This is an optimization exercise on Yosys and OpenROAD, whose aim is small area, a short achievable clock period and few clock cycles, not a production implementation. The RTL was checked by simulation tests, not by an equivalence proof against the original design.

Design midi_framer, start of the top module:
module midi_framer (
  input  wire       clk,
  input  wire       rst,         
  input  wire       ev_valid,
  output wire       ev_ready,
  input  wire       ev_idle,     
  input  wire [7:0] ev_byte,
  output wire       wr_valid,
  input  wire       wr_ready,
  output wire [7:0] wr_addr,
  output wire [7:0] wr_data
);
  localparam [1:0] C_OTHER = 2'd0, C_RAW = 2'd1, C_ON = 2'd2, C_OFF = 2'd3;
  localparam [9:0] TC_534 = 10'h05D, TC_536 = 10'h175, TC_998 = 10'h159;
  localparam [2:0] VK_4 = 3'd5, VK_5 = 3'd6, VK_6 = 3'd3, VK_0 = 3'd0;
  reg  [9:0] tc;
  reg  [6:0] te;
  reg        lf;         
  reg        pn;         
  reg  [6:0] vn0, vn1, vn2;
  reg  [2:0] vk0, vk1, vk2;
  reg        sv;
  reg  [1:0] cls;
  reg        cnt;
  reg  [6:0] fn;
  reg        ir_v;
  reg        iw;         
  reg        id1;        
  reg        ir_idle;
  reg  [7:0] ir_b;
  reg        mo;         
  reg        md;         
  reg        bz;         
  reg        h_v;        
  reg  [6:0] h_a;
  reg  [7:0] h_d;
  reg        hr;         
  reg  [2:0] pm;         
  reg        ap;         
  assign ev_ready = ~((iw & bz) | (id1 & ap));
  assign wr_valid = bz;
  assign wr_addr  = mo ? 8'h07 : {1'b0, h_a};
  assign wr_data  = md ? 8'h38 : h_d;
  wire busy = bz;
  wire proc = ir_v & ~(iw & busy) & ~(id1 & ap);
  wire occ0 = (vn0 != 7'd0), occ1 = (vn1 != 7'd0), occ2 = (vn2 != 7'd0);
  wire [2:0] evm = {occ2 & (vk2 == VK_0), occ1 & (vk1 == VK_0), occ0 & (vk0 == VK_0)};
  ...
clock: 10.0 ns
lec_check: 0
cap_margin: 20
core_margin: 2
core_utilization: 40
cts_buf_list: sky130_fd_sc_hd__clkbuf_8
slew_margin: 20
standard.sh (not shown) runs the stock make flow with config.mk's settings and CLKGATE_MAP_FILE= SYNTH_SCRIPT=/design/flow/synth_recipe.tcl, a recipe that flattens the netlist after the stock synthesis.
==> flow/flow/run.sh <==
#!/bin/bash
# Layout: the standard ORFS flow (standard.sh), with two changes:
#  1. after the standard synthesis, the combinational logic is mapped again by Yosys's
#     default ABC script (flip-flops, their names and cell types are kept as they are);
#  2. repair_timing aims for extra setup slack, and the ports get plain buffers (still
#     one buffer per port, as in the standard flow).
set -euo pipefail
KNOBS=(SETUP_SLACK_MARGIN=7 TNS_END_PERCENT=100 MATCH_CELL_FOOTPRINT=0
       "BUFFER_PORTS_ARGS=-buffer_cell sky130_fd_sc_hd__buf_2")
RES=orfs/results/${FLOW_PLATFORM}/midi_framer/base
bash standard.sh "${KNOBS[@]}" synth > flow_synth.log 2>&1
cp $RES/1_2_yosys.v $RES/1_2_yosys_standard.v
LIB=$FLOW_HOME/platforms/${FLOW_PLATFORM}/lib/sky130_fd_sc_hd__tt_025C_1v80.lib
DONT_USE=""
for c in $(grep -o 'sky130_fd_sc_hd__\(probe\|probec\|lpflow\)[a-z0-9_]*' $FLOW_HOME/platforms/${FLOW_PLATFORM}/config.mk); do
  DONT_USE="$DONT_USE -dont_use $c"
done
cat > remap.ys <<EOY
read_liberty -ignore_miss_func $LIB
read_verilog $RES/1_2_yosys_standard.v
hierarchy -top $FLOW_TOP
setattr -mod -set keep_hierarchy 1 sky130_fd_sc_hd__dfxtp_* sky130_fd_sc_hd__edfxtp_* sky130_fd_sc_hd__dfrtp_* sky130_fd_sc_hd__conb_1
flatten
opt_clean -purge
abc -liberty $LIB $DONT_USE
opt_clean -purge
hilomap -singleton -hicell sky130_fd_sc_hd__conb_1 HI -locell sky130_fd_sc_hd__conb_1 LO
opt_clean -purge
select $FLOW_TOP
tee -o remap_stat.txt stat -liberty $LIB
write_verilog -noattr -nohex -nodec -selected $RES/1_2_yosys.v
EOY
yosys -s remap.ys > flow_remap.log 2>&1
rm -f $RES/1_synth.odb $RES/1_synth.sdc
bash standard.sh "${KNOBS[@]}" finish > flow_layout.log 2>&1
The first run completed with no timing, DRC or antenna violations.
Testbench counts at the start, summed over its fixed seeds: cycles 233,847.
Change:
--- a/flow/design.v
+++ b/flow/design.v
@@ -23,31 +23,29 @@
   reg  [1:0] cls;
   reg        cnt;
   reg  [6:0] fn;
   reg        ir_v;
   reg        iw;         
   reg        id1;        
   reg        ir_idle;
   reg  [7:0] ir_b;
   reg        mo;         
-  reg        md;         
-  reg        bz;         
   reg        h_v;        
   reg  [6:0] h_a;
   reg  [7:0] h_d;
   reg        hr;         
   reg  [2:0] pm;         
   reg        ap;         
-  assign ev_ready = ~((iw & bz) | (id1 & ap));
-  assign wr_valid = bz;
+  assign ev_ready = ~((iw & (mo | h_v)) | (id1 & ap));
+  assign wr_valid = mo | h_v;
   assign wr_addr  = mo ? 8'h07 : {1'b0, h_a};
-  assign wr_data  = md ? 8'h38 : h_d;
-  wire busy = bz;
+  assign wr_data  = mo ? 8'h38 : h_d;
+  wire busy = mo | h_v;
   wire proc = ir_v & ~(iw & busy) & ~(id1 & ap);
   wire occ0 = (vn0 != 7'd0), occ1 = (vn1 != 7'd0), occ2 = (vn2 != 7'd0);
   wire [2:0] evm = {occ2 & (vk2 == VK_0), occ1 & (vk1 == VK_0), occ0 & (vk0 == VK_0)};
   wire [6:0] v  = ir_b[6:0];
   wire       vz = (v == 7'd0);
   wire m0 = (vn0 == fn), m1 = (vn1 == fn), m2 = (vn2 == fn);
   wire       mf = m0 | m1 | m2;
   wire [1:0] ms = m0 ? 2'd0 : m1 ? 2'd1 : 2'd2;
   wire       ff = ~occ0 | ~occ1 | ~occ2;
@@ -98,32 +96,28 @@
     end
     if (rst) begin
       ir_v <= 1'b0;
       iw   <= 1'b0;
       id1  <= 1'b0;
       pn   <= 1'b0;
       sv   <= 1'b0;
       cnt  <= 1'b0;
       mo   <= 1'b0;
-      md   <= 1'b1;
-      bz   <= 1'b0;
       h_v  <= 1'b0;
       ap   <= 1'b0;
     end else begin
       ir_v <= keep | take;
       iw   <= iw_n;
       id1  <= id1_n;
       pn   <= pn_n;
       sv   <= sv_n;
       cnt  <= cnt_n;
       mo   <= mo_n;
-      md   <= mo_n | ~h_v_n;
-      bz   <= mo_n | h_v_n;
       h_v  <= h_v_n;
       ap   <= ap_n;
     end
     if (rst) begin
       tc <= 10'd0;
       te <= 7'd0;
       lf <= 1'b0;
     end else if (p_idle) begin
       if (pn) begin
The new run produced a clean layout.
Non-clock buffer count shrinks by 1.
Clock skew came out higher by 7.1 ps.
Maximum frequency decreases by 4.4%.
Core utilization is about the same.
Global-route usage goes up by 1.3 points.
First-iteration DRC count goes up by 7.6%.
Flip-flop and latch count went down by 2.
Register-to-register slack is about the same.
Final area is lower by 0.36%.
Testbench counts after the change, summed over its fixed seeds: cycles 233,847.

port drivers added, routing unchanged:
In the flow no input, the clock included, has a driving cell. The finished layouts below were timed again as built, in two steps.
Step 1, drivers: a clkbuf_16 drives clk and a buf_2 each remaining input, both assumed.
Step 2 times the ports against the registers' clock, not the clock port: input delays grow and output delays shrink by t, the midpoint of the rising clock arrivals with the driver on.
a / b / c = ideal / step 1 / step 2; a / b = the first two.
run | shift t [ns] | slack for setup (ns) | hold slack, ns | clock arrival spread, ns | pins driven straight from the clock port
the first run | 0.395 | 6.882 / 6.849 / 6.704 | 0.470 / 0.470 / 0.470 | 0.007 / 0.007 | 1
the second run | 0.398 | 6.737 / 6.701 / 6.676 | 0.483 / 0.483 / 0.483 | 0.015 / 0.015 | 1
After both steps setup and hold are still met in every run listed. The setup slack of the first run, which loses most, moves by -0.033 ns with the drivers and by -0.178 ns with both steps.
